This is an optimization exercise on Yosys and OpenROAD, whose aim is small area, a short achievable clock period and few clock cycles, not a production implementation. Only simulation tests tie the RTL to the original design; equivalence was not proved. No activity file was given, so power comes from the tool's default toggle rates.

==> design/flow/design.v <==
module s1desc_unit (
    input  wire        clk,
    input  wire        rst,
    input  wire        cmd_valid,
    output wire        cmd_ready,
    input  wire [7:0]  cmd_op,
    input  wire [63:0] cmd_a,
    input  wire [64:0] cmd_b,
    input  wire [63:0] cmd_c,
    input  wire [64:0] cmd_d,
    input  wire [2:0]  cmd_attrs,
    output wire        rsp_valid,
    output wire [3:0]  rsp_status,
    output wire [63:0] rsp_data,
    output wire        mem_req,
    output wire        mem_we,
    output wire [47:0] mem_addr,
    output wire [63:0] mem_wdata,
    input  wire        mem_gnt,
    input  wire [63:0] mem_rdata
);
    localparam [3:0] ST_OK              = 4'd0;
    localparam [3:0] E_OPERAND          = 4'd1;
    localparam [3:0] E_NOT_INIT         = 4'd2;
    localparam [3:0] E_SIZE_MISMATCH    = 4'd3;
    localparam [3:0] E_PHYS_OOB         = 4'd4;
    localparam [3:0] E_VIRT_OOB         = 4'd5;
    localparam [3:0] E_ALREADY_MAPPED   = 4'd6;
    localparam [3:0] E_INVALID          = 4'd7;
    localparam [3:0] E_ATTR_MEM         = 4'd8;
    localparam [3:0] E_ATTR_AP          = 4'd9;
    localparam [3:0] E_ALREADY_ENABLED  = 4'd10;
    localparam [3:0] E_REFUSED          = 4'd15;
    reg s_init;      
    reg s_lk;        
    reg s_lkd;       
    reg s_mchk;      
    reg s_mr0;       
    reg s_fin;       
    reg s_mr1;       
    reg s_mw;        
    reg s_mr;        
    reg        rdy_q;
    reg        rv_q;
    reg [3:0]  rs_q;
    reg [47:0] rd_q;             
    reg        rd53_q, rd54_q;   
    reg        initialized;
    reg        mmu_m;            
    reg        mreq_q;
    reg        mwe_q;
    reg        l2f_q;            
    reg [13:0] ap_q;             
    reg [13:0] pp_q;             
    reg        wpg_q, wxn_q, wndev_q, wro_q;
    reg        is_pa_q;          
    reg        rdp_q;            
    reg [13:0] vp_q;             
    reg [15:0] endp_q;           
    reg        vcur_q;           
    reg        vnx_q;            
    reg [47:0] qa;
    reg [48:0] qb;
    reg [47:0] qc;
    reg [48:0] qd;
    reg        q_al_bad, q_b_over, q_d_over, q_d_pend, q_a_oob;
    assign cmd_ready  = rdy_q;
    assign rsp_valid  = rv_q;
    assign rsp_status = rs_q;
    assign rsp_data   = {9'h0, rd54_q, rd53_q, 5'h0, rd_q};
    assign mem_req   = mreq_q;
    assign mem_we    = mwe_q;
    assign mem_addr  = {27'h0, 1'b1, 2'b00, l2f_q, ap_q, 3'b000};
    assign mem_wdata = {9'h0, wpg_q, wxn_q, 5'h0, 18'h0, pp_q,
                        5'h0, wpg_q, wpg_q, wndev_q, wro_q, 2'b00,
                        2'b00, wndev_q, 2'b11};
    wire [7:0]  op    = cmd_op;
    wire        op_hi = |op[7:4];
    wire [15:0] opd;             
    genvar gi;
    generate
        for (gi = 0; gi < 16; gi = gi + 1) begin : g_opd
            assign opd[gi] = !op_hi && (op[3:0] == gi);
        end
    endgenerate
    wire a_lo_nz = |cmd_a[15:0];
    wire a_oob   = |cmd_a[63:30];
    wire is_lkf  = opd[8] | opd[9] | opd[10];
    wire lk_err_op  = (opd[8] | opd[10]) & a_lo_nz;
    wire lk_go   = is_lkf & !lk_err_op & !a_oob;
    function [6:0] dec_attrs;    
        input [63:0] d;
        reg [3:0] st;
        reg [2:0] at;
        begin
            st = ST_OK;
            at = 3'b000;
            if (d[4:2] == 3'd0) at[0] = 1'b1;
            else if (d[4:2] != 3'd1) st = E_ATTR_MEM;
            if (d[7:6] == 2'b10) at[1] = 1'b1;
            else if (d[7:6] != 2'b00 && st == ST_OK) st = E_ATTR_AP;
            at[2] = d[53];
            dec_attrs = {st, at};
        end
    endfunction
    wire [6:0] da_a = dec_attrs(cmd_a);
    reg [3:0] st_imm;
    always @(*) begin
        st_imm = ST_OK;
        if (op_hi) st_imm = E_REFUSED;
        if ((opd[0] | opd[1]) & a_lo_nz) st_imm = E_OPERAND;
        if (opd[4]) st_imm = da_a[6:3];
        if (opd[5] & a_oob) st_imm = E_VIRT_OOB;
        if (opd[12] & mmu_m) st_imm = E_ALREADY_ENABLED;
        if (is_lkf) st_imm = lk_err_op ? E_OPERAND : E_VIRT_OOB;
    end
    wire        sel_a47 = opd[0] | opd[1] | opd[3] | opd[5] | is_lkf;
    wire [31:0] rd_hi_imm = (cmd_a[47:16] & {32{sel_a47}})
                          | (opd[11] ? 32'h0000_0012 : 32'h0);
    reg [15:0] rd_lo_imm;
    always @(*) begin
        rd_lo_imm = cmd_a[15:0];     
        if (opd[0])
            rd_lo_imm = {5'h0, 1'b1, cmd_attrs[0] ? 2'b10 : 2'b11,
                         cmd_attrs[1] ? 2'b10 : 2'b00, 1'b0,
                         cmd_attrs[0] ? 3'd0 : 3'd1, 2'b11};
        if (opd[1]) rd_lo_imm = 16'h0003;
        if (opd[2]) rd_lo_imm = {15'h0, cmd_a[0]};
        if (opd[3] | opd[11]) rd_lo_imm = 16'h0;
        if (opd[4]) rd_lo_imm = {13'h0, da_a[2:0]};
        if (opd[13]) rd_lo_imm = {15'h0, mmu_m};
    end
    wire c_bad1   = q_al_bad | q_b_over | ({1'b0, qa} > qb);
    wire c_bad2   = q_d_over | ({1'b0, qc} > qd);
    wire c_size   = ({1'b0, qb} + {2'b0, qc}) != ({2'b0, qa} + {1'b0, qd});
    wire c_a_eq_b = ({1'b0, qa} == qb);
    reg [3:0] chk_st;
    reg       chk_fin;
    always @(*) begin
        chk_fin = 1'b1;
        if (c_bad1 | c_bad2)      chk_st = E_OPERAND;
        else if (!initialized)    chk_st = E_NOT_INIT;
        else if (c_size)          chk_st = E_SIZE_MISMATCH;
        else if (q_d_pend)        chk_st = E_PHYS_OOB;
        else if (c_a_eq_b)        chk_st = ST_OK;
        else if (q_a_oob)         chk_st = E_VIRT_OOB;
        else begin
            chk_st  = ST_OK;
            chk_fin = 1'b0;
        end
    end
    wire [14:0] vp1 = {1'b0, vp_q} + 15'd1;
    wire [14:0] vp2 = {1'b0, vp_q} + 15'd2;
    wire        end1 = !endp_q[15] && (vp1 == endp_q[14:0]);  
    wire        end2 = !endp_q[15] && (vp2 == endp_q[14:0]);  
    wire        wrap1 = vp1[14];                              
    wire rd_bit = mem_rdata[0];
    wire acc = cmd_valid & rdy_q;
    always @(posedge clk) begin
        qa <= cmd_a[63:16];
        qb <= cmd_b[64:16];
        qc <= cmd_c[63:16];
        qd <= cmd_d[64:16];
        q_al_bad <= a_lo_nz | (|cmd_b[15:0]) | (|cmd_c[15:0]) | (|cmd_d[15:0]);
        q_b_over <= cmd_b[64] & (|cmd_b[63:16]);
        q_d_over <= cmd_d[64] & (|cmd_d[63:16]);
        q_d_pend <= (|cmd_d[64:31]) | (cmd_d[30] & (|cmd_d[29:16]));
        q_a_oob  <= a_oob;
        rdp_q <= mreq_q & !mwe_q & mem_gnt;
        if (rdy_q) begin
            rs_q    <= st_imm;
            rd_q    <= {rd_hi_imm, rd_lo_imm};
            rd54_q  <= opd[0];
            rd53_q  <= opd[0] & cmd_attrs[2];
            is_pa_q <= opd[10];
            vp_q    <= cmd_a[29:16];
            endp_q  <= {|cmd_b[64:31], cmd_b[30:16]};
            ap_q    <= opd[6] ? 14'd0 : cmd_a[29:16];
            l2f_q   <= opd[6];
            pp_q    <= opd[6] ? 14'h10 : cmd_c[29:16];
            wpg_q   <= !opd[6];
            wxn_q   <= !opd[6] & cmd_attrs[2];
            wndev_q <= !opd[6] & !cmd_attrs[0];
            wro_q   <= !opd[6] & cmd_attrs[1];
        end
        if (rst) begin
            rdy_q  <= 1'b1;
            rv_q   <= 1'b0;
            mreq_q <= 1'b0;
            mwe_q  <= 1'b0;
            s_init <= 1'b0; s_lk <= 1'b0; s_lkd <= 1'b0;
            s_mchk <= 1'b0; s_mr0 <= 1'b0; s_fin <= 1'b0;
            s_mr1  <= 1'b0; s_mw <= 1'b0; s_mr <= 1'b0;
            initialized <= 1'b0;
            mmu_m  <= 1'b0;
        end else begin
            rv_q <= 1'b0;
            s_mchk <= 1'b0;
            s_lkd  <= 1'b0;
            if (acc) begin
                if (opd[12]) mmu_m <= 1'b1;
                if (opd[6] & !initialized) begin
                    rdy_q  <= 1'b0;
                    s_init <= 1'b1;
                    mreq_q <= 1'b1;
                    mwe_q  <= 1'b1;
                end else if (lk_go) begin
                    rdy_q  <= 1'b0;
                    s_lk   <= 1'b1;
                    mreq_q <= 1'b1;
                    mwe_q  <= 1'b0;
                end else if (opd[7]) begin
                    rdy_q  <= 1'b0;
                    s_mchk <= 1'b1;
                    mreq_q <= 1'b1;
                    mwe_q  <= 1'b0;
                end else begin
                    rv_q   <= 1'b1;
                end
            end
            if (s_init & mem_gnt) begin
                ap_q <= ap_q + 14'd1;
                pp_q <= pp_q + 14'd1;
                if (ap_q[0]) begin
                    s_init <= 1'b0;
                    mreq_q <= 1'b0;
                    rv_q   <= 1'b1;
                    rdy_q  <= 1'b1;
                    rs_q   <= ST_OK;
                    initialized <= 1'b1;
                end
            end
            if (s_lk & mem_gnt) begin
                s_lk   <= 1'b0;
                s_lkd  <= 1'b1;
                mreq_q <= 1'b0;
            end
            if (s_lkd) begin
                rv_q  <= 1'b1;
                rdy_q <= 1'b1;
                if (!rd_bit) rs_q <= E_INVALID;
                else if (is_pa_q) rs_q <= dec_attrs(mem_rdata) >> 3;
                else rs_q <= ST_OK;
                if (is_pa_q) rd_q <= {45'h0, mem_rdata[53], mem_rdata[7:6] == 2'b10,
                                      mem_rdata[4:2] == 3'd0};
                else rd_q[47:16] <= mem_rdata[47:16];
            end
            if (s_mchk) begin
                rs_q <= chk_st;
                if (mem_gnt) begin
                    if (chk_fin) begin
                        mreq_q <= 1'b0;
                        rv_q   <= 1'b1;
                        rdy_q  <= 1'b1;
                    end else begin
                        s_mr1 <= 1'b1;
                        ap_q  <= vp1[13:0];
                    end
                end else begin
                    s_mr0 <= 1'b1;
                    s_fin <= chk_fin;
                end
            end
            if (s_mr0 & mem_gnt) begin
                s_mr0 <= 1'b0;
                if (s_fin) begin
                    mreq_q <= 1'b0;
                    rv_q   <= 1'b1;
                    rdy_q  <= 1'b1;
                end else begin
                    s_mr1 <= 1'b1;
                    ap_q  <= vp1[13:0];
                end
            end
            if (s_mr1) begin
                if (rdp_q) vcur_q <= rd_bit;
                if (mem_gnt) begin
                    s_mr1 <= 1'b0;
                    if (rdp_q ? rd_bit : vcur_q) begin
                        mreq_q <= 1'b0;
                        rv_q   <= 1'b1;
                        rdy_q  <= 1'b1;
                        rs_q   <= E_ALREADY_MAPPED;
                    end else begin
                        s_mw  <= 1'b1;
                        mwe_q <= 1'b1;
                        ap_q  <= vp_q;
                    end
                end
            end
            if (s_mr & mem_gnt) begin
                s_mr <= 1'b0;
                if (vcur_q) begin
                    mreq_q <= 1'b0;
                    rv_q   <= 1'b1;
                    rdy_q  <= 1'b1;
                    rs_q   <= E_ALREADY_MAPPED;
                end else begin
                    s_mw  <= 1'b1;
                    mwe_q <= 1'b1;
                    ap_q  <= vp_q;
                end
            end
            if (s_mw) begin
                if (rdp_q) vnx_q <= rd_bit;
                if (mem_gnt) begin
                    vp_q   <= vp1[13:0];
                    pp_q   <= pp_q + 14'd1;
                    vcur_q <= rdp_q ? rd_bit : vnx_q;
                    if (end1 | wrap1) begin
                        s_mw   <= 1'b0;
                        mreq_q <= 1'b0;
                        mwe_q  <= 1'b0;
                        rv_q   <= 1'b1;
                        rdy_q  <= 1'b1;
                        rs_q   <= end1 ? ST_OK : E_VIRT_OOB;
                    end else if (end2) begin
                        if (rdp_q ? rd_bit : vnx_q) begin
                            s_mw   <= 1'b0;
                            mreq_q <= 1'b0;
                            mwe_q  <= 1'b0;
                            rv_q   <= 1'b1;
                            rdy_q  <= 1'b1;
                            rs_q   <= E_ALREADY_MAPPED;
                        end else begin
                            ap_q <= vp1[13:0];
                        end
                    end else begin
                        s_mw  <= 1'b0;
                        s_mr  <= 1'b1;
                        mwe_q <= 1'b0;
                        ap_q  <= vp2[13:0];
                    end
                end
            end
        end
    end
endmodule
==> design/flow/flow/run.sh <==
#!/bin/bash
set -euo pipefail
bash standard.sh SETUP_SLACK_MARGIN=6 finish > flow_standard.log 2>&1
==> design/flow/standard.sh <==
#!/bin/bash
# synth_recipe.tcl (not shown) runs the flow's synth.tcl, then flattens the netlist and writes it again
# the make line also repeats each setting of config.mk as NAME=value (left out here)
make -C /OpenROAD-flow-scripts/flow DESIGN_CONFIG=/design/flow/config.mk WORK_HOME=/design/flow/orfs CLKGATE_MAP_FILE= SYNTH_SCRIPT=/design/flow/synth_recipe.tcl "${@:-finish}"
==> design/flow/config.mk <==
export PLATFORM = sky130hd
export DESIGN_NAME = s1desc_unit
export DESIGN_NICKNAME = s1desc_unit
export VERILOG_FILES = /design/flow/design.v
export SDC_FILE = /design/flow/constraint.sdc
export NUM_CORES = 4
export LEC_CHECK = 0
export CAP_MARGIN = 20
export CORE_MARGIN = 2
export CORE_UTILIZATION = 40
export SLEW_MARGIN = 20
==> design/flow/constraint.sdc <==
create_clock -name core_clock -period 10.0 [get_ports {clk}]
set_input_delay 2.0000 -clock core_clock [delete_from_list [all_inputs] [get_ports {clk}]]
set_output_delay 2.0000 -clock core_clock [all_outputs]
set_load 0.01 [all_outputs]
==> flow_metrics.env, run 1 <==
export IMPL_clkTransAtPathRegs_ns=0.06
export IMPL_p_clk_share_pct=35.2
export IMPL_crit_top_cell="nand4_1"
export IMPL_slowest_stage="and4bb_4"
export IMPL_mostFrequentLayoutCells="401 x clkdlybuf4s50_1, 295 x dfxtp_1, 216 x a21oi_1"
export IMPL_fin_nets=3647
export IMPL_synth_area_mm2=0.02230
export IMPL_synth_flop_cell="dfxtp_1"
export IMPL_rows=86
export IMPL_ir_drop_mv=0.1104
export IMPL_cts_sinks=335
export IMPL_die_h_um=240.1
export IMPL_setup_tns_final_ns=0
export IMPL_dpl_hpwl_um=75130
export IMPL_crit_chain="ha_2 > a21oi_2 > o21ai_0 > a221oi_2 > o31ai_4 > a311oi_4 > o21bai_1 > xnor2_1 > a2111oi_2 > nand4_1 > and4bb_4 > nand4_1 > a22o_1 > a211o_1 > or2_1"
export IMPL_synth_edf_count=26
export IMPL_first_global_vias=22020
export IMPL_drc=0
export IMPL_core_area_mm2=0.05509
export IMPL_drv_cap=0
export IMPL_combinationalPowerShare_pct=28.8
export IMPL_die_area_mm2=0.05766
export IMPL_ys_seq_area_share_pct=31.24
export IMPL_rrSetupSlack_ns=5.55
export IMPL_async_flop_share_pct=0
export IMPL_grt_max_degree=66
export IMPL_start_kind="flop"
export IMPL_utilization_pct=53.76
export IMPL_ctsHoldBuffers=0
export IMPL_area_growth_pct=32.80
export IMPL_antenna_found_initial=7
export IMPL_tightest_slew_ns=1.100
export IMPL_fmax_mhz=224.7
export IMPL_cp_num_buf_inv=0
export IMPL_firstDrtPassIters=6
export IMPL_fin_skew_ns=0.02918
export IMPL_cp_end_kind="flop"
export IMPL_h_tree_depth=2
export IMPL_relSlewSlack_pct=26.64
export IMPL_ys_warn_count=1
export IMPL_port_buffers=405
export IMPL_netSwitchingFraction_pct=32.98
export IMPL_synth_avg_cell_area_um2=8.221
export IMPL_drt_initial_drc_count=1668
export IMPL_wl_per_cell_um=24.03
export IMPL_clock_path_buffers=3
export IMPL_placed_cell_area_mm2=0.02662
export IMPL_synth_cell_types=97
export IMPL_final_common_cell="clkdlybuf4s50_1"
export IMPL_finalCriticalPeriod_ns=4.451
export IMPL_final_area_mm2=0.02962
export IMPL_io_pins=521
export IMPL_grt_pass1_wl_um=136500
export IMPL_post_route_period_util_pct=44.51
export IMPL_clock_latency_ns=0.60
export IMPL_cp_required_ns=10.47
export IMPL_rsz0062_at_grt="true"
export IMPL_cts_tree="built"
export IMPL_power_leakage_nw=12.02
export IMPL_max_stage_delay_ns=0.48
export IMPL_initial_core_util_pct=40.48
export IMPL_switchingPower_mw=1.403
export IMPL_hold_path_class="flop to flop"
export IMPL_cts_inserted_buffers=41
export IMPL_outcome="complete, no violations"
export IMPL_drv_slew=0
export IMPL_die_w_um=240.1
export IMPL_path_max_fanout=5
export IMPL_internal_power_mw=2.851
export IMPL_drtAntennaViolNets=0
export IMPL_hold_slack_ns=0.4692
export IMPL_p_seq_share_pct=36.1
export IMPL_grtUsageTotal_pct=31.47
export IMPL_hold_violations=0
export IMPL_avgViaCountPerCell=5.725
export IMPL_cts_root_buffer="clkbuf_16"
export IMPL_synth_seq_cells=335
export IMPL_finalSetupViolations=0
export IMPL_vias=22300
export IMPL_crit_type="flop to flop"
export IMPL_drive_above_1_share_pct=12.06
export IMPL_path_delay_family="compound AO/OA/AOI/OAI gates"
export IMPL_gp_congestion=0.9841
export IMPL_wl_um=93560
export IMPL_arrival_ns=4.92
export IMPL_syn_inst=2713
export IMPL_grt_remaining_overflow=0
export IMPL_powerDensity_mw_per_mm2=143.6
[final cells by class]
cell class | count | area, µm²
diodes | 3 | 7.507
clock buffers | 59 | 1155
clock inverters | 15 | 171.4
fillers | 5268 | 25470
inverters | 138 | 524.3
multi-input cells | 2124 | 15230
flip-flops and latches | 335 | 6994
well taps | 748 | 935.9
repair buffers | 472 | 4601
[registers in the layout, indices dropped and copies added, names as in the netlist, 4 cells and up, named ones only]
signal,cells
ap_q,14
endp_q,16
pp_q,14
qa,48
qb,49
qc,48
qd,49
rd_q,48
rs_q,4
vp_q,14
[worst paths after layout]
path	to	cells past startpoint	start
min reg2reg	rd_q[8]	2	rd_q[8]
max	rdy_q	15	qa[6]
min	rd_q[8]	2	rd_q[8]
max reg2reg	rdy_q	15	qa[6]
[cell usage after synthesis (all sizes together), types with 7 or more instances]
cell     count  area share (%)
dfxtp      309              28
a21oi      237             5.4
nand2      200             3.4
nor2       197             3.3
ha         196              11
o21ai      182             4.1
inv        138             2.3
buf        116             3.7
xnor2      115             4.5
clkbuf      88             1.5
nand4       82             2.4
nor4        67             1.9
nor3        65             1.5
a21o        63             2.1
nand3       62             1.4
xor2        53             2.1
and3        52             1.5
a211oi      40             1.4
nand3b      36             1.2
o21a        27            0.91
edfxtp      26             3.5
nor2b       26            0.73
a31oi       25            0.70
o211ai      21            0.73
a22oi       20            0.70
and2        20            0.56
mux2i       15            0.67
nand2b      15            0.42
o21bai      15            0.50
a311oi      14            0.55
o31ai       13            0.48
or3         13            0.36
a2111oi     11            0.44
or2         11            0.31
a41oi       10            0.43
o22ai        9            0.25
or4          9            0.34
a21boi       8            0.27
a211o        7            0.27
a221o        7            0.32
a22o         7            0.27
[worst reg2reg max path, cell delays in order (launching register included)]
cell and delay [ns]:
dfxtp_1 0.37, ha_2 0.33, a21oi_2 0.20, o21ai_0 0.13, a221oi_2 0.37, o31ai_4 0.20
a311oi_4 0.40, o21bai_1 0.14, xnor2_1 0.20, a2111oi_2 0.42, nand4_1 0.21, and4bb_4 0.48
nand4_1 0.15, a22o_1 0.25, a211o_1 0.28, or2_1 0.20
[per-layer routing]
layer  global-route usage (%)  vias to the layer above  part of all wire (%)
li1                         -                    10540                     -
met1                    38.34                    10790                    41
met2                    55.41                      795                    49
met3                    4.696                      170                   5.7
met4                    12.63                        2                   4.2
met5                        0                        -                 0.013
[repair_timing]
| item | in CTS | in global routing |
|---|---|---|
| buffers inserted | 27 | 26 |
| resized for setup | 118 | 172 |
| endpoints found under the setup margin | 53 | 40 |
| pin swaps | 42 | 65 |
| cloned | 0 | 0 |
[cell families after synthesis]
kind of cell	after synthesis	synth area share, %
other	2	0.03367
XOR/XNOR	171	6.934
AO/OA/AOI/OAI	770	22.07
flip-flops	335	31.24
adder cells (fa/ha/maj)	198	11.17
multiplexers	19	0.8751
buffers and inverters	342	7.528
AND/OR/NAND/NOR	876	20.14
[metrics by stage]
stage / total power [mW] / worst slack [ns] / cells
2_1_floorplan: 2.222 / 6.011 / 2801
3_3_place_gp: 2.647 / 4.565 / 3764
3_5_place_dp: 2.653 / 4.538 / 3764
4_1_cts: 4.202 / 5.484 / 3865
5_1_grt: 4.431 / 5.465 / 3892
6_report: 4.254 / 5.549 / 3894
[power groups by stage]
stage,sequential (mW),combinational (mW),clock (mW)
6_report,1.53,1.22,1.50
3_3_place_gp,1.56,1.09,0
2_1_floorplan,1.52,0.705,0
5_1_grt,1.54,1.32,1.57
4_1_cts,1.53,1.15,1.53
3_5_place_dp,1.56,1.10,0
Testbench counts, summed over its fixed seeds: cycles 27,254.
==> run 2, diff against run 1 <==
==> design/flow/run.sh (new file) <==
#!/bin/bash
# synth_recipe.tcl (not shown) runs the flow's synth.tcl, then flattens the netlist and writes it again
# the make line also repeats each setting of config.mk as NAME=value (left out here)
make -C /OpenROAD-flow-scripts/flow DESIGN_CONFIG=/design/flow/config.mk WORK_HOME=/design/flow/orfs CLKGATE_MAP_FILE= SYNTH_SCRIPT=/design/flow/synth_recipe.tcl finish
removed: design/flow/flow/run.sh
removed: design/flow/standard.sh
==> flow_metrics.env, run 2 <==
export IMPL_multi_input_area_mm2=0.01400
export IMPL_avgViaCountPerCell=5.739
export IMPL_finalNonFillerCells=3838
export IMPL_ir_drop_mv=0.1116
export IMPL_synth_top_family_by_area="compound AO/OA/AOI/OAI gates"
export IMPL_fin_nets=3595
export IMPL_final_common_cell="clkdlybuf4s50_1"
export IMPL_regArea_mm2=0.006970
export IMPL_hold_violations=0
export IMPL_yosys_cell_count_top_type="dfxtp_1"
export IMPL_nFillCells=5404
export IMPL_gp_congestion=0.9944
export IMPL_arrival_ns=6.15
export IMPL_port_buffers=405
export IMPL_drv_slew=0
export IMPL_synth_xor_area_share_pct=6.934
export IMPL_cts_root_buffer="clkbuf_16"
export IMPL_wl_per_cell_um=23.45
export IMPL_grtUsageTotal_pct=30.31
export IMPL_relSlewSlack_pct=22.35
export IMPL_dp_cells=3767
export IMPL_yosysTopAreaCellShare_pct=27.73
export IMPL_cts_resized=0
export IMPL_internal_power_mw=2.717
export IMPL_outcome="complete, no violations"
export IMPL_synth_seq_cells=335
export IMPL_drv_cap=0
export IMPL_yosys_area_top_type="dfxtp_1"
export IMPL_post_cts_setup_buffer_count=0
export IMPL_syn_inst=2713
export IMPL_crit_type="flop to flop"
export IMPL_setup_tns_final_ns=0
export IMPL_synthSimpleGateAreaFrac_pct=20.14
export IMPL_finalCriticalPeriod_ns=5.703
export IMPL_p_clk_share_pct=34.7
export IMPL_vias=22030
export IMPL_initial_core_util_pct=40.48
export IMPL_mostFrequentLayoutCells="405 x clkdlybuf4s50_1, 308 x dfxtp_1, 235 x a21oi_1"
export IMPL_synth_mux_area_share_pct=0.8751
export IMPL_cts_sinks=335
export IMPL_cts_inserted_buffers=39
export IMPL_switchingPower_mw=1.318
export IMPL_first_global_vias=21400
export IMPL_cp_required_ns=10.45
export IMPL_p_seq_share_pct=37.8
export IMPL_die_w_um=240.1
export IMPL_antenna_found_initial=4
export IMPL_synth_area_mm2=0.02230
export IMPL_rows=86
export IMPL_drt_initial_drc_count=1938
export IMPL_cts_tree="built"
export IMPL_synth_fa_ha_area_share_pct=11.17
export IMPL_post_route_period_util_pct=57.03
export IMPL_finalSetupViolations=0
export IMPL_hold_path_class="flop to flop"
export IMPL_synth_edf_count=26
export IMPL_die_area_mm2=0.05766
export IMPL_clock_path_buffers=3
export IMPL_grt_pass1_wl_um=132000
export IMPL_fmax_mhz=175.4
export IMPL_start_kind="flop"
export IMPL_core_area_mm2=0.05509
export IMPL_synthTopCellsByCount="309 x dfxtp_1, 235 x a21oi_1, 198 x nand2_1"
export IMPL_ys_seq_area_share_pct=31.24
export IMPL_clock_latency_ns=0.58
export IMPL_cp_end_kind="flop"
export IMPL_fin_skew_ns=0.01421
export IMPL_firstDrtPassIters=6
export IMPL_tightest_slew_ns=1.154
export IMPL_grt_remaining_overflow=0
export IMPL_combinationalPowerShare_pct=27.5
export IMPL_wl_um=90000
export IMPL_io_pins=521
export IMPL_power_leakage_nw=11.50
export IMPL_clkTransAtPathRegs_ns=0.06
export IMPL_async_flop_share_pct=0
export IMPL_dpl_hpwl_um=73600
export IMPL_die_h_um=240.1
export IMPL_synth_cell_types=97
export IMPL_synth_compound_area_share_pct=22.07
export IMPL_path_max_fanout=7
export IMPL_rsz0062_at_grt="false"
export IMPL_netSwitchingFraction_pct=32.67
export IMPL_drtAntennaViolNets=0
export IMPL_ctsHoldBuffers=0
export IMPL_drc=0
export IMPL_powerDensity_mw_per_mm2=145.0
export IMPL_h_tree_depth=2
export IMPL_synth_flop_cell="dfxtp_1"
export IMPL_reg_top3="qb: 49 flops, qd: 49 flops"
export IMPL_yosys_top_cells_area="dfxtp_1 28%, ha_1 11%, a21oi_1 5.3%, xnor2_1 4.5%, o21ai_0 3.8%"
export IMPL_utilization_pct=50.52
export IMPL_grt_max_degree=73
export IMPL_synth_avg_cell_area_um2=8.221
export IMPL_drive_above_1_share_pct=4.208
export IMPL_ys_warn_count=1
export IMPL_area_growth_pct=24.80
run 2: cell counts after synthesis:
Identical to the previous run, type by type.
run 2: path summary, 6_finish.rpt:
| check | startpoint | endpoint | slack, ns | cells past startpoint |
|---|---|---|---|---|
| worst max-delay path | qc[23] | ap_q[1] | 4.30 | 15 |
| worst min-delay path | mwe_q | rdp_q | 0.46 | 1 |
| worst max register to register | qc[23] | ap_q[1] | 4.30 | 15 |
| worst min register to register | mwe_q | rdp_q | 0.46 | 1 |
run 2: worst max-delay path, cell delays in order (launching register included):
cell,delay (ns)
dfxtp_1,0.34
ha_1,0.45
nand4_1,0.32
nor4_1,0.48
nand2_1,0.18
a311oi_1,0.47
a211o_1,0.30
xnor2_1,0.21
nor2_1,0.07
a2111oi_0,0.74
nand4_1,0.24
or4_1,0.48
nor4_2,0.80
a2111oi_0,0.17
nor3_1,0.24
a21oi_1,0.09
run 2: per-layer routing:
metal	routed length [µm]	track usage, %	vias to the layer above
met5	12	0	-
met4	3213	11.05	2
met3	5148	3.915	154
met2	44280	53.90	835
met1	37350	37.30	10600
li1	-	-	10440
run 2: stage by stage:
step	hold WS [ns]	setup slack, ns	instance area (µm²)	power, mW
2_1_floorplan	0.4500	5.668	22630	2.219
3_3_place_gp	0.4536	4.516	26610	2.629
3_5_place_dp	0.4523	4.480	26610	2.637
4_1_cts	0.4663	4.434	27830	4.044
5_1_grt	0.4970	4.026	27830	4.209
6_report	0.4640	4.297	27840	4.036
run 2: cell families (layout without fill, tap and decap cells):
group | count (synthesis) | in the layout
simple gates | 876 | 876
xor+xnor | 171 | 171
flops | 335 | 335
mux | 19 | 19
compound gates | 770 | 770
buf+inv | 342 | 630
other cells | 2 | 91
fa+ha+maj | 198 | 198
run 2: layout make-up:
| class | count | share of cell area (%) |
|---|---|---|
| multi-input cells | 2124 | 50.31 |
| flip-flops and latches | 335 | 25.04 |
| clock buffers | 50 | 3.839 |
| repair buffers | 422 | 15.02 |
| well taps | 748 | 3.362 |
| clock inverters | 20 | 0.5574 |
| inverters | 138 | 1.861 |
| diodes | 1 | 0.008990 |
run 2: power by group through the flow:
stage | registers, mW | logic, mW | clock network [mW]
after floorplan | 1.52 | 0.702 | 0
after CTS | 1.52 | 1.10 | 1.43
after detailed placement | 1.55 | 1.09 | 0
after global routing | 1.53 | 1.20 | 1.48
final | 1.53 | 1.11 | 1.40
after global placement | 1.55 | 1.08 | 0

-- separate check: timing with driven ports --
In the flow no input, the clock included, has a driving cell. The finished layouts below were timed again as built, in two steps. Step 1, drivers: a clkbuf_16 drives clk and a buf_2 each remaining input, both assumed. Step 2 adds t to the input delays and takes it off the output delays; t is the mean of the earliest and latest rising clock arrival at the registers after step 1. Input paths then give back, and output paths get back, about the clock's delay inside the block. Three values: no drivers, after step 1, after step 2; two values: the first two.
| run | shift t [ns] | setup WS [ns] | pins driven straight from the clock port |
|---|---|---|---|
| run 1 | 0.649 | 5.549 / 5.549 / 5.141 | 1 |
| run 2 | 0.639 | 4.297 / 4.297 / 4.297 | 1 |
After both steps setup and hold are still met in every run listed. The setup slack of run 1, which loses most, moves by 0.000 ns with the drivers and by -0.408 ns with both steps.
